From an optimization exercise on the open Yosys and OpenROAD flow, aimed at small area, a short achievable clock period and few clock cycles; shortcuts taken in it are not production practice.
Only simulation tests tie the RTL to the original design; equivalence was not proved.

== build 29 ==
Design jfp_csum, start of the top module:
module jfp_csum (
    input             clk,
    input             rst,
    input             bus_valid,
    input             bus_we,
    input      [7:0]  bus_addr,
    input      [3:0]  bus_be,
    input      [31:0] bus_wdata,
    output            bus_ready,
    output reg [31:0] bus_rdata
);
Size in the first run: about 1200 flip-flops.
clock: 10.0 ns
lec_check: 0
cap_margin: 20
core_margin: 2
core_utilization: 35
cts_buf_list: sky130_fd_sc_hd__clkbuf_8
cts_cluster_size: 30
place_density: 0.5
setup_slack_margin: 2.5
slew_margin: 20
run.sh (not shown) runs the stock make flow with config.mk's settings and CLKGATE_MAP_FILE= SYNTH_SCRIPT=/design/flow/synth_recipe.tcl, a recipe that flattens the netlist after the stock synthesis.
Testbench counts of build 29, summed over its fixed seeds: cycles 11,786.
## Diff of input files: build 96 against build 29
# build 29
export LEC_CHECK = 0
export CAP_MARGIN = 20
export CORE_MARGIN = 2
export CORE_UTILIZATION = 35
export CTS_BUF_LIST = sky130_fd_sc_hd__clkbuf_8
export CTS_CLUSTER_SIZE = 30
export PLACE_DENSITY = 0.5
export SETUP_SLACK_MARGIN = 2.5
export SLEW_MARGIN = 20
create_clock -name core_clock -period 10.0 [get_ports {clk}]
# build 96
export LEC_CHECK = 0
export CAP_MARGIN = 20
export CORE_MARGIN = 2
export CORE_UTILIZATION = 50
export CTS_BUF_LIST = sky130_fd_sc_hd__clkbuf_8
export CTS_CLUSTER_SIZE = 30
export PLACE_DENSITY = 0.65
export SETUP_SLACK_MARGIN = 3.0
export SLEW_MARGIN = 20
create_clock -name core_clock -period 10.0 [get_ports {clk}]
==> run summary <==
- Per the final summary, build 96 finished and its layout is clean on timing, DRC and antenna.
- Side by side, final cycle utilization of the critical path turned out lower in build 96 than in build 29.
- Changes observed in build 96 relative to build 29: first-pass GRT wire length fell by 3.2%; number of cells after detailed placement fell by 800; clock transition time at the flip-flop clock pins of the worst setup and hold paths stayed essentially flat; design area stayed essentially flat.
- In build 96, met2 layer wire length in the routed design is lower than in build 29.
The inputs of build 13 differ from those of build 96 as listed below.
# build 96
export LEC_CHECK = 0
export CAP_MARGIN = 20
export CORE_MARGIN = 2
export CORE_UTILIZATION = 50
export CTS_BUF_LIST = sky130_fd_sc_hd__clkbuf_8
export CTS_CLUSTER_SIZE = 30
export PLACE_DENSITY = 0.65
export SETUP_SLACK_MARGIN = 3.0
export SLEW_MARGIN = 20
create_clock -name core_clock -period 10.0 [get_ports {clk}]
# build 13
export LEC_CHECK = 0
export CAP_MARGIN = 20
export CORE_MARGIN = 2
export CORE_UTILIZATION = 45
export CTS_BUF_LIST = sky130_fd_sc_hd__clkbuf_8
export CTS_CLUSTER_SIZE = 30
export PLACE_DENSITY = 0.6
export SETUP_SLACK_MARGIN = 3.25
export SLEW_MARGIN = 20
create_clock -name core_clock -period 10.0 [get_ports {clk}]
==> comparison <==
[compare] base=build 96 new=build 13: design area shows an increase of 3.4%, largest clock skew in the final design has decreased, transition time at the pin with the least slew margin down 0.11 ns.
Fraction of met3 tracks used by global routing: build 13 < build 96
Between build 13 and build 96, the worst hold slack is higher for build 96.
Build 96 → build 13: tightest slew margin relative to the limit increased 6.1 points; detailed route wirelength on metal2 increased 4.8%.
Side by side, global-route usage turned out lower in build 13 than in build 96.
Input changes introduced in build 89 (baseline for comparison: build 13):
# build 13
export LEC_CHECK = 0
export CAP_MARGIN = 20
export CORE_MARGIN = 2
export CORE_UTILIZATION = 45
export CTS_BUF_LIST = sky130_fd_sc_hd__clkbuf_8
export CTS_CLUSTER_SIZE = 30
export PLACE_DENSITY = 0.6
export SETUP_SLACK_MARGIN = 3.25
export SLEW_MARGIN = 20
create_clock -name core_clock -period 10.0 [get_ports {clk}]
# build 89
export LEC_CHECK = 0
export CAP_MARGIN = 20
export CORE_MARGIN = 2
export CORE_UTILIZATION = 45
export CTS_BUF_LIST = sky130_fd_sc_hd__clkbuf_8
export CTS_CLUSTER_SIZE = 30
export PLACE_DENSITY = 0.6
export SETUP_SLACK_MARGIN = 3.0
export SLEW_MARGIN = 20
create_clock -name core_clock -period 10.0 [get_ports {clk}]
[summary]
A end of the critical path of bus_rdata[16] is what build 13 shows, while bus_rdata[30] belongs to build 89.
[compare] base=build 13 new=build 89: count of buffers added by post-CTS timing repair for setup down 33%, number of port buffers flat, final critical path time including I/O delays and setup up 0.18 ns, global-route usage down 1.1 points.
Delta(final-layout clock buffer total, build 89 - build 13) < 0
Against build 13, build 89 comes in 4100 um lower on length of routed met3 wiring.

-- what the ideal ports hide --
The flow's constraints put no driver on any port. The routed layouts listed below were extracted and timed again, unchanged, in two steps.
Step 1 (the two cells are an assumption about what drives the block):
set clk [get_ports {clk}]
set_driving_cell -lib_cell sky130_fd_sc_hd__clkbuf_16 $clk
set_driving_cell -lib_cell sky130_fd_sc_hd__buf_2 [delete_from_list [all_inputs] $clk]
Step 2 also shifts input and output timing later by t, the mid clock arrival at the registers, as if the neighbouring blocks saw the same clock.
Slacks: no drivers / after step 1 / after step 2; pairs: no drivers / after step 1.
| run | t (ns) | setup WS [ns] | cell pins on the clock port's net |
|---|---|---|---|
| build 29 | 1.121 | 2.274 / 2.274 / 1.704 | 1 |
| build 96 | 1.047 | 2.744 / 2.684 / 2.183 | 1 |
| build 13 | 1.042 | 3.064 / 2.987 / 2.385 | 1 |
| build 89 | 1.063 | 2.886 / 2.829 / 2.239 | 1 |
After both steps every run listed still meets setup and hold. For build 13, which loses most, drivers alone change the setup slack by -0.077 ns; drivers and shift together by -0.679 ns.
